This design comes from an exercise in tuning for small area, a short achievable clock period and few clock cycles on the open sky130 flow, not from production work. The RTL was checked by simulation tests, not by an equivalence proof against the original design.

==> inputs of v6 <==
==> flow/design.v (excerpt) <==
module r62_idcodec (
    input  wire         clk,
    input  wire         rst,         
    input  wire         start,       
    input  wire         op,          
    input  wire [63:0]  now_ms,      
    input  wire [63:0]  ent_in,      
    input  wire [31:0]  len_in,      
    input  wire [175:0] text_in,     
    output wire         ready,
    output reg          done,
    output reg          gen_err,     
    output wire [2:0]   pstat,       
    output wire [127:0] val_out,     
    output wire [175:0] text_out,    
    output wire [63:0]  tsms_out,    
    output reg  [4:0]   errpos,      
    output reg  [7:0]   errchr       
);
export LEC_CHECK = 0
export CAP_MARGIN = 20
export CORE_MARGIN = 2
export CORE_UTILIZATION = 40
export SLEW_MARGIN = 20
create_clock -name core_clock -period 12.0 [get_ports {clk}]
standard.sh (not shown) runs the stock make flow with config.mk's settings and CLKGATE_MAP_FILE= SYNTH_SCRIPT=/design/flow/synth_recipe.tcl, a recipe that flattens the netlist after the stock synthesis.
==> flow/flow/run.sh <==
#!/bin/bash
set -euo pipefail
export SETUP_SLACK_MARGIN=7
bash standard.sh > standard.log 2>&1
==> v10 (differences from v6) <==
--- a/flow/design.v
+++ b/flow/design.v
@@ -25,20 +25,22 @@
     localparam integer TS0   = 80 / K;      
     localparam [2:0] PS_OK       = 3'd1,
                      PS_BAD_LEN  = 3'd2,
                      PS_BAD_FMT  = 3'd3,
                      PS_DEC_ERR  = 3'd4,
                      PS_BAD_CRC  = 3'd5;
-    localparam [1:0] S_IDLE = 2'd0,
-                     S_GEN  = 2'd1,
-                     S_PREP = 2'd2,
-                     S_PAR  = 2'd3;
-    reg [1:0]   state;
+    localparam [2:0] S_IDLE = 3'd0,
+                     S_GEN  = 3'd1,
+                     S_PREP = 3'd2,
+                     S_PAR  = 3'd3,
+                     S_FIN  = 3'd4;    
+    reg [2:0]   state;
     reg [4:0]   cnt;
     reg [127:0] val;
     reg [131:0] dig;       
+    reg [21:0]  chr6;      
     reg [15:0]  crc;       
     reg [2:0]   pk;        
     reg         tcy;       
     reg [11:0]  tcin;      
     reg         ovf;       
     reg         crc_ok;    
@@ -107,15 +109,24 @@
                    x[0] ^ p};
         end
     endfunction
     wire [64:0] elapsed = {now_ms[63], now_ms} - {1'b0, EPOCH_MS};
     wire        ts_bad  = elapsed[64] | (|elapsed[63:48]);
     wire        len_bad = (len_in != 32'd22);
+    genvar t;
+    genvar s;
+    wire [15:0] hcr [0:K];
+    assign hcr[0] = 16'hFFFF;
+    generate
+        for (s = 0; s < K; s = s + 1) begin : g_hs
+            assign hcr[s+1] = {hcr[s][14:0], 1'b0} ^
+                              ((hcr[s][15] ^ elapsed[47-s]) ? 16'h1021 : 16'h0000);
+        end
+    endgenerate
     wire [131:0] in_lo;
     wire [43:0]  in_hi;
-    genvar t;
     generate
         for (t = 0; t < 22; t = t + 1) begin : g_in
             assign in_lo[131-6*t -: 6] = text_in[173-8*t -: 6];
             assign in_hi[43-2*t -: 2]  = text_in[175-8*t -: 2];
         end
     endgenerate
@@ -150,13 +161,12 @@
     wire [K-1:0] feed = (cnt < NDATA) ? val[127 -: K] : crc[15 -: K];
     wire [131:0] gst [0:K];
     wire [22:0]  gcy [0:K-1];
     wire [15:0]  gcr [0:K];
     assign gst[0] = dig;
     assign gcr[0] = crc;
-    genvar s;
     generate
         for (s = 0; s < K; s = s + 1) begin : g_gs
             assign gcy[s][22] = feed[K-1-s];
             assign gcr[s+1]   = {gcr[s][14:0], 1'b0} ^
                                 ((gcr[s][15] ^ feed[K-1-s]) ? 16'h1021 : 16'h0000);
             for (t = 0; t < 22; t = t + 1) begin : g_gd
@@ -198,64 +208,85 @@
             assign tsms_out[4*t +: 4] = gs[3:0];
             if (t == 11) begin : g_top
                 assign tsms_out[48] = gs[4];
             end
         end
         for (t = 0; t < 22; t = t + 1) begin : g_txt
-            assign text_out[175-8*t -: 8] = sym_of(dig[131-6*t -: 6]);
+            assign sym[175-8*t -: 8]      = sym_of(dig[131-6*t -: 6]);
+            assign sym_lo[131-6*t -: 6]   = sym[173-8*t -: 6];
+            assign text_out[175-8*t -: 8] = {1'b0, chr6[21-t], dig[131-6*t -: 6]};
         end
     endgenerate
     assign tsms_out[63:49] = 15'd0;
+    wire [175:0] sym;
+    wire [131:0] sym_lo;
+    wire [21:0]  sym6;
+    generate
+        for (t = 0; t < 22; t = t + 1) begin : g_s6
+            assign sym6[21-t] = sym[174-8*t];
+        end
+    endgenerate
     always @(posedge clk) begin
         if (rst) begin
             state <= S_IDLE;
             done  <= 1'b0;
         end else begin
             done <= 1'b0;
             case (state)
             S_IDLE: begin
                 if (start) state <= op ? S_PREP : S_GEN;
             end
             S_GEN: begin
-                if (gen_err || cnt == NSTEP - 1) begin
+                if (gen_err) begin
                     done  <= 1'b1;
                     state <= S_IDLE;
+                end else if (cnt == NSTEP - 1) begin
+                    state <= S_FIN;
                 end
+            end
+            S_FIN: begin
+                done  <= 1'b1;
+                state <= S_IDLE;
             end
             S_PREP: begin
                 if (pk != 3'd0 || (|pr_inv)) begin
                     done  <= 1'b1;
                     state <= S_IDLE;
                 end else begin
                     state <= S_PAR;
                 end
             end
-            default: begin    
+            S_PAR: begin
                 if (cnt == NSTEP - 1) begin
                     done  <= 1'b1;
                     state <= S_IDLE;
                 end
             end
+            default: state <= S_IDLE;
             endcase
         end
     end
     always @(posedge clk) begin
         errpos <= pr_pos;
         errchr <= pr_c;
+        chr6   <= sym6;
         tcy    <= tc_sum[4];
         tcin   <= {tc_in, tcin[11:1]};
         ovf    <= (|dig[131:6]) | (|dig[5:K]);
         crc_ok <= (pcr[K] == CRC_RES);
         case (state)
         S_IDLE: begin
             gen_err <= ts_bad;
             pk      <= len_bad ? PS_BAD_LEN : 3'd0;
-            val     <= {elapsed[47:0], ent_in[63:28], op ? in_hi : {ent_in[27:0], 16'h0000}};
-            dig     <= op ? in_lo : 132'd0;
-            crc     <= 16'hFFFF;
-            cnt     <= 5'd0;
+            val     <= {elapsed[43:0], ent_in[63:24],
+                        op ? in_hi[43:20] : ent_in[23:0],
+                        in_hi[19:4],
+                        op ? in_hi[3:0] : elapsed[47:44]};
+            dig     <= op ? in_lo : {128'd0, elapsed[47:44]};
+            crc     <= hcr[K];
+            cnt     <= {4'd0, ~op};
         end
         S_GEN: begin
             crc <= gcr[K];
             dig <= gst[K];
             val <= {val[127-K:0], feed};
             cnt <= cnt + 5'd1;
@@ -264,12 +295,18 @@
             if (pk == 3'd0 && (|pr_inv)) pk <= PS_BAD_FMT;
             crc <= 16'h0000;
             dig <= pr_dig;
             val <= {pbit, val[127:K]};    
             cnt <= 5'd0;
         end
+        S_FIN: begin    
+            crc <= gcr[K];
+            dig <= sym_lo;
+            val <= val;
+            cnt <= cnt + 5'd1;
+        end
         default: begin    
             crc <= pcr[K];
             dig <= pst[K];
             val <= {pbit, val[127:K]};
             cnt <= cnt + 5'd1;
         end
==> flow/flow/run.sh (replaced) <==
#!/bin/bash
set -euo pipefail
export SETUP_SLACK_MARGIN=7.7
export BUFFER_PORTS_ARGS="-buffer_cell sky130_fd_sc_hd__buf_1"
bash standard.sh > standard.log 2>&1
- CORE_UTILIZATION: 40 -> 55
==> v28 (differences from v6) <==
--- a/flow/design.v
+++ b/flow/design.v
@@ -107,15 +107,24 @@
                    x[0] ^ p};
         end
     endfunction
     wire [64:0] elapsed = {now_ms[63], now_ms} - {1'b0, EPOCH_MS};
     wire        ts_bad  = elapsed[64] | (|elapsed[63:48]);
     wire        len_bad = (len_in != 32'd22);
+    genvar t;
+    genvar s;
+    wire [15:0] hcr [0:K];
+    assign hcr[0] = 16'hFFFF;
+    generate
+        for (s = 0; s < K; s = s + 1) begin : g_hs
+            assign hcr[s+1] = {hcr[s][14:0], 1'b0} ^
+                              ((hcr[s][15] ^ elapsed[47-s]) ? 16'h1021 : 16'h0000);
+        end
+    endgenerate
     wire [131:0] in_lo;
     wire [43:0]  in_hi;
-    genvar t;
     generate
         for (t = 0; t < 22; t = t + 1) begin : g_in
             assign in_lo[131-6*t -: 6] = text_in[173-8*t -: 6];
             assign in_hi[43-2*t -: 2]  = text_in[175-8*t -: 2];
         end
     endgenerate
@@ -150,13 +159,12 @@
     wire [K-1:0] feed = (cnt < NDATA) ? val[127 -: K] : crc[15 -: K];
     wire [131:0] gst [0:K];
     wire [22:0]  gcy [0:K-1];
     wire [15:0]  gcr [0:K];
     assign gst[0] = dig;
     assign gcr[0] = crc;
-    genvar s;
     generate
         for (s = 0; s < K; s = s + 1) begin : g_gs
             assign gcy[s][22] = feed[K-1-s];
             assign gcr[s+1]   = {gcr[s][14:0], 1'b0} ^
                                 ((gcr[s][15] ^ feed[K-1-s]) ? 16'h1021 : 16'h0000);
             for (t = 0; t < 22; t = t + 1) begin : g_gd
@@ -168,13 +176,13 @@
         end
     endgenerate
     wire [131:0] pst [0:K];
     wire [22:0]  pbr [0:K-1];
     wire [15:0]  pcr [0:K];
     wire [K-1:0] pbit;
-    assign pst[0] = dig;
+    assign pst[0] = (state == S_PREP) ? pr_dig : dig;
     assign pcr[0] = crc;
     generate
         for (s = 0; s < K; s = s + 1) begin : g_ps
             wire [15:0] r;
             assign pbr[s][0] = 1'b0;
             for (t = 0; t < 22; t = t + 1) begin : g_pd
@@ -246,29 +254,32 @@
         ovf    <= (|dig[131:6]) | (|dig[5:K]);
         crc_ok <= (pcr[K] == CRC_RES);
         case (state)
         S_IDLE: begin
             gen_err <= ts_bad;
             pk      <= len_bad ? PS_BAD_LEN : 3'd0;
-            val     <= {elapsed[47:0], ent_in[63:28], op ? in_hi : {ent_in[27:0], 16'h0000}};
-            dig     <= op ? in_lo : 132'd0;
-            crc     <= 16'hFFFF;
-            cnt     <= 5'd0;
+            val     <= {elapsed[43:0], ent_in[63:24],
+                        op ? in_hi[43:20] : ent_in[23:0],
+                        in_hi[19:4],
+                        op ? in_hi[3:0] : elapsed[47:44]};
+            dig     <= op ? in_lo : {128'd0, elapsed[47:44]};
+            crc     <= op ? 16'h0000 : hcr[K];
+            cnt     <= {4'd0, ~op};
         end
         S_GEN: begin
             crc <= gcr[K];
             dig <= gst[K];
             val <= {val[127-K:0], feed};
             cnt <= cnt + 5'd1;
         end
-        S_PREP: begin
+        S_PREP: begin    
             if (pk == 3'd0 && (|pr_inv)) pk <= PS_BAD_FMT;
-            crc <= 16'h0000;
-            dig <= pr_dig;
-            val <= {pbit, val[127:K]};    
-            cnt <= 5'd0;
+            crc <= pcr[K];
+            dig <= pst[K];
+            val <= {pbit, val[127:K]};
+            cnt <= cnt + 5'd1;
         end
         default: begin    
             crc <= pcr[K];
             dig <= pst[K];
             val <= {pbit, val[127:K]};
             cnt <= cnt + 5'd1;
==> flow/flow/run.sh (replaced) <==
#!/bin/bash
set -euo pipefail
export SETUP_SLACK_MARGIN=7
export BUFFER_PORTS_ARGS="-buffer_cell sky130_fd_sc_hd__buf_1"
bash standard.sh > standard.log 2>&1
- CORE_UTILIZATION: 40 -> 55
==> v31 (differences from v6) <==
--- a/flow/design.v
+++ b/flow/design.v
@@ -43,33 +43,26 @@
     reg         ovf;       
     reg         crc_ok;    
     assign ready   = (state == S_IDLE);
     assign val_out = val;
     function [6:0] digit_of;    
         input [7:0] c;
-        begin
-            digit_of[6] = (c[7]) | (~c[6] & ~c[5]) | (~c[6] & ~c[4]) | (c[4] & c[3] & c[2]) | (c[4] & c[3] & c[1] & c[0]) | (~c[4] & ~c[3] & ~c[2] & ~c[1] & ~c[0]) | (~c[6] & c[3] & c[1]);
-            digit_of[0] = (c[6] & ~c[0]) | (~c[6] & c[0]);
-            digit_of[1] = (c[5] & c[1] & c[0]) | (~c[5] & ~c[1] & c[0]) | (~c[5] & c[1] & ~c[0]) | (c[6] & c[5] & ~c[1] & ~c[0]) | (~c[6] & c[1]);
-            digit_of[2] = (c[2] & ~c[1] & ~c[0]) | (c[6] & c[5] & ~c[2] & c[1]) | (c[6] & c[5] & ~c[2] & c[0]) | (~c[6] & c[2]) | (~c[5] & c[2] & ~c[0]) | (~c[5] & c[2] & ~c[1]) | (c[6] & ~c[2] & c[1] & c[0]);
-            digit_of[3] = (c[5] & c[3] & ~c[2]) | (~c[5] & ~c[3] & ~c[1]) | (~c[5] & ~c[3] & ~c[2]) | (c[6] & c[5] & ~c[3] & c[2] & c[1]) | (~c[5] & ~c[3] & ~c[0]) | (c[6] & ~c[3] & c[2] & ~c[1] & c[0]) | (c[5] & c[3] & ~c[1] & ~c[0]) | (~c[5] & c[3] & c[2] & c[1] & c[0]);
-            digit_of[4] = (c[6] & c[5] & c[4]) | (~c[5] & ~c[4] & c[3]) | (~c[5] & c[4] & ~c[3] & ~c[2]) | (c[3] & c[2] & c[0]) | (~c[5] & c[4] & ~c[3] & ~c[0]) | (c[3] & c[2] & c[1]) | (c[6] & c[4] & c[2] & ~c[1]) | (~c[5] & ~c[4] & c[2] & c[1] & c[0]);
-            digit_of[5] = (c[6] & c[5]) | (c[6] & c[4] & c[3]) | (~c[5] & c[4] & c[2] & c[1] & c[0]);
+        reg   [7:0] d;
+        begin
+            if (c >= 8'h30 && c <= 8'h39)      begin d = c - 8'h30;          digit_of = {1'b0, d[5:0]}; end
+            else if (c >= 8'h41 && c <= 8'h5A) begin d = c - 8'h41 + 8'd10; digit_of = {1'b0, d[5:0]}; end
+            else if (c >= 8'h61 && c <= 8'h7A) begin d = c - 8'h61 + 8'd36; digit_of = {1'b0, d[5:0]}; end
+            else                               begin d = 8'h00;              digit_of = 7'h40;          end
         end
     endfunction
     function [7:0] sym_of;
         input [5:0] d;
         begin
-            sym_of[0] = (d[4] & ~d[0]) | (d[5] & ~d[0]) | (~d[5] & ~d[4] & ~d[3] & d[0]) | (d[3] & d[1] & ~d[0]) | (d[3] & d[2] & ~d[0]) | (~d[5] & ~d[4] & ~d[2] & ~d[1] & d[0]);
-            sym_of[1] = (~d[5] & d[1] & d[0]) | (d[5] & d[3] & ~d[1] & d[0]) | (~d[5] & d[4] & ~d[1] & ~d[0]) | (d[5] & d[3] & d[1] & ~d[0]) | (d[5] & d[4] & ~d[1] & d[0]) | (d[5] & d[4] & d[1] & ~d[0]) | (~d[5] & ~d[4] & ~d[3] & d[1]) | (d[5] & d[2] & ~d[1] & d[0]) | (d[5] & d[2] & d[1] & ~d[0]) | (~d[5] & d[3] & d[2] & ~d[1] & ~d[0]) | (~d[4] & ~d[3] & ~d[2] & d[1] & d[0]) | (d[5] & ~d[4] & ~d[3] & ~d[2] & ~d[1] & ~d[0]);
-            sym_of[2] = (~d[5] & d[2] & d[0]) | (~d[5] & d[2] & d[1]) | (d[5] & d[3] & ~d[2] & ~d[1]) | (d[2] & d[1] & d[0]) | (d[5] & d[4] & ~d[2] & ~d[0]) | (d[4] & ~d[2] & ~d[1] & ~d[0]) | (d[5] & ~d[2] & ~d[1] & ~d[0]) | (~d[5] & ~d[4] & ~d[3] & d[2]) | (d[5] & d[3] & ~d[2] & ~d[0]) | (d[5] & d[4] & ~d[2] & ~d[1]);
-            sym_of[3] = (d[5] & d[3] & d[2]) | (~d[5] & d[4] & ~d[3] & d[0]) | (d[5] & d[3] & d[1] & d[0]) | (~d[5] & d[4] & ~d[3] & d[2]) | (d[5] & ~d[4] & ~d[3] & ~d[2] & d[1]) | (d[5] & d[4] & ~d[3] & ~d[2] & ~d[1]) | (~d[5] & ~d[4] & d[3] & ~d[2] & ~d[1]) | (d[4] & ~d[3] & ~d[2] & d[1] & ~d[0]) | (d[5] & ~d[3] & ~d[2] & ~d[1] & d[0]) | (~d[5] & d[3] & ~d[2] & ~d[1] & ~d[0]);
-            sym_of[4] = (~d[5] & ~d[4] & ~d[3]) | (d[4] & d[3] & d[0]) | (d[5] & d[4] & d[2]) | (~d[4] & ~d[3] & ~d[2]) | (d[4] & d[3] & d[1]) | (~d[5] & ~d[4] & ~d[2] & ~d[1]) | (d[5] & d[4] & d[3]) | (d[4] & d[3] & d[2]) | (d[5] & d[4] & d[1] & d[0]);
-            sym_of[5] = (d[5] & d[4]) | (d[5] & d[3]) | (~d[5] & ~d[4] & ~d[3]) | (d[5] & d[2]) | (~d[4] & d[3] & ~d[2] & ~d[1]);
-            sym_of[6] = (d[5]) | (d[4]) | (d[3] & d[2]) | (d[3] & d[1]);
-            sym_of[7] = 1'b0;
+            if (d < 6'd10)      sym_of = 8'h30 + {2'b00, d};
+            else if (d < 6'd36) sym_of = 8'h41 + {2'b00, d} - 8'd10;
+            else                sym_of = 8'h61 + {2'b00, d} - 8'd36;
         end
     endfunction
     function [6:0] dbl;
         input [5:0] d;
         input       cin;
         reg         a1, a2, a3, a4, ge;
==> flow/run.sh (new file) <==
#!/bin/bash
# synth_recipe.tcl (not shown) runs the flow's synth.tcl, then flattens the netlist and writes it again
# the make line also repeats each setting of config.mk as NAME=value (left out here)
make -C /OpenROAD-flow-scripts/flow DESIGN_CONFIG=/design/flow/config.mk WORK_HOME=/design/flow/orfs CLKGATE_MAP_FILE= SYNTH_SCRIPT=/design/flow/synth_recipe.tcl finish
removed: flow/flow/run.sh
removed: flow/standard.sh
==> run notes <==
Synthesized area, lowest first: v28, v6, v31, v10.
Clock skew: v31 > v28 > v10 > v6.
Between v31 and v10, the lower first-iteration DRC count is in v31 (gap about 13%, measured against v10).
Against v28, the register-to-register slack of v10 is higher by 0.80 ns.
Of v28 and v10, v10 has the higher critical path depth (gap 6).
Of v31 and v6, v6 has the higher non-clock buffer count (gap 150).
Sequential share of layout area: v6 < v28 < v31 < v10.
Between v31 and v10, the lower global-route usage is in v31 (gap 7.2 points).
==> figures <==
| metric | v28 | v10 | v6 | v31 |
|---|---|---|---|---|
| Run status | timing/DRC/antenna clean | timing/DRC/antenna clean | timing/DRC/antenna clean | timing/DRC/antenna clean |
| Post-synthesis share of cell area spent on full adders, half adders and majority gates | 0.05719 | 0.06301 | 0.06490 | 0.09673 |
| Global-route wire length before repair | 322.0 mm | 343.8 mm | 371.5 mm | 371.7 mm |
| Setup crit end | text_out[90] | gen_err | text_out[130] | text_out[133] |
| Register area | 0.006430 mm2 | 0.008150 mm2 | 0.006472 mm2 | 0.007217 mm2 |
| Min cycle time layout | 5.024 ns | 4.698 ns | 5.025 ns | 6.775 ns |
| Path length in cells of the critical path | 6 | 12 | 6 | 9 |
| Cell Count Post-Placement | 9,139 | 9,374 | 9,875 | 9,559 |
| Met3 WL | 25.38 mm | 26.74 mm | 24.54 mm | 25.51 mm |
| Slew margin rel. | 0.2824 | 0.2657 | 0.2128 | 0.1379 |
| Post-synthesis mux area share | 0.03689 | 0.05243 | 0.03375 | 0.04109 |
| Combined buffer and inverter count along the critical path | 3 | 1 | 3 | 2 |
| Number of antenna violations at the first check in global routing | 15 | 9 | 17 | 30 |
| Routed via count divided by cell count | 6.763 | 6.885 | 6.580 | 6.461 |
| Non-clock buffer area fraction after layout | 0.06850 | 0.07610 | 0.1493 | 0.1189 |
| End point of the worst hold path | tcin[0] | tcin[7] | tcin[9] | tcin[7] |
| Aggregate routed wire length | 219.9 mm | 232.0 mm | 255.5 mm | 258.4 mm |
| Total non-filler cell area in the finished layout | 0.05737 mm2 | 0.06165 mm2 | 0.06596 mm2 | 0.06390 mm2 |
| Layout cells sized above 1 | 0.07821 | 0.1077 | 0.09606 | 0.06050 |
Testbench counts of v6, summed over its fixed seeds: cycles 10,728.
Testbench counts of v10, summed over its fixed seeds: cycles 10,728.
Testbench counts of v28, summed over its fixed seeds: cycles 10,408.
Testbench counts of v31, summed over its fixed seeds: cycles 10,728.

## what the ideal ports hide
How much do the figures lean on ideal ports? The routed layouts below were timed once more, with nothing changed but the port constraints.
Step 1, drivers: a clkbuf_16 drives clk and a buf_2 each remaining input, both assumed.
Step 2 adds t to the input delays and takes it off the output delays; t is the mean of the earliest and latest rising clock arrival at the registers after step 1. Input paths then give back, and output paths get back, about the clock's delay inside the block.
Slacks: ideal / step 1 / step 2; pairs: ideal / step 1.
run | t, ns | slack for setup (ns) | worst register clock-pin slew, ns
v6 | 0.753 | 6.975 / 6.892 / 6.432 | 0.08 / 0.08
v10 | 0.728 | 7.302 / 7.335 / 6.607 | 0.07 / 0.07
v28 | 0.728 | 6.976 / 6.901 / 6.547 | 0.07 / 0.07
v31 | 0.758 | 5.225 / 5.139 / 5.842 | 0.07 / 0.07
After both steps setup and hold are still met in every run listed. For v10, which loses most, drivers alone change the setup slack by +0.033 ns; drivers and shift together by -0.695 ns.
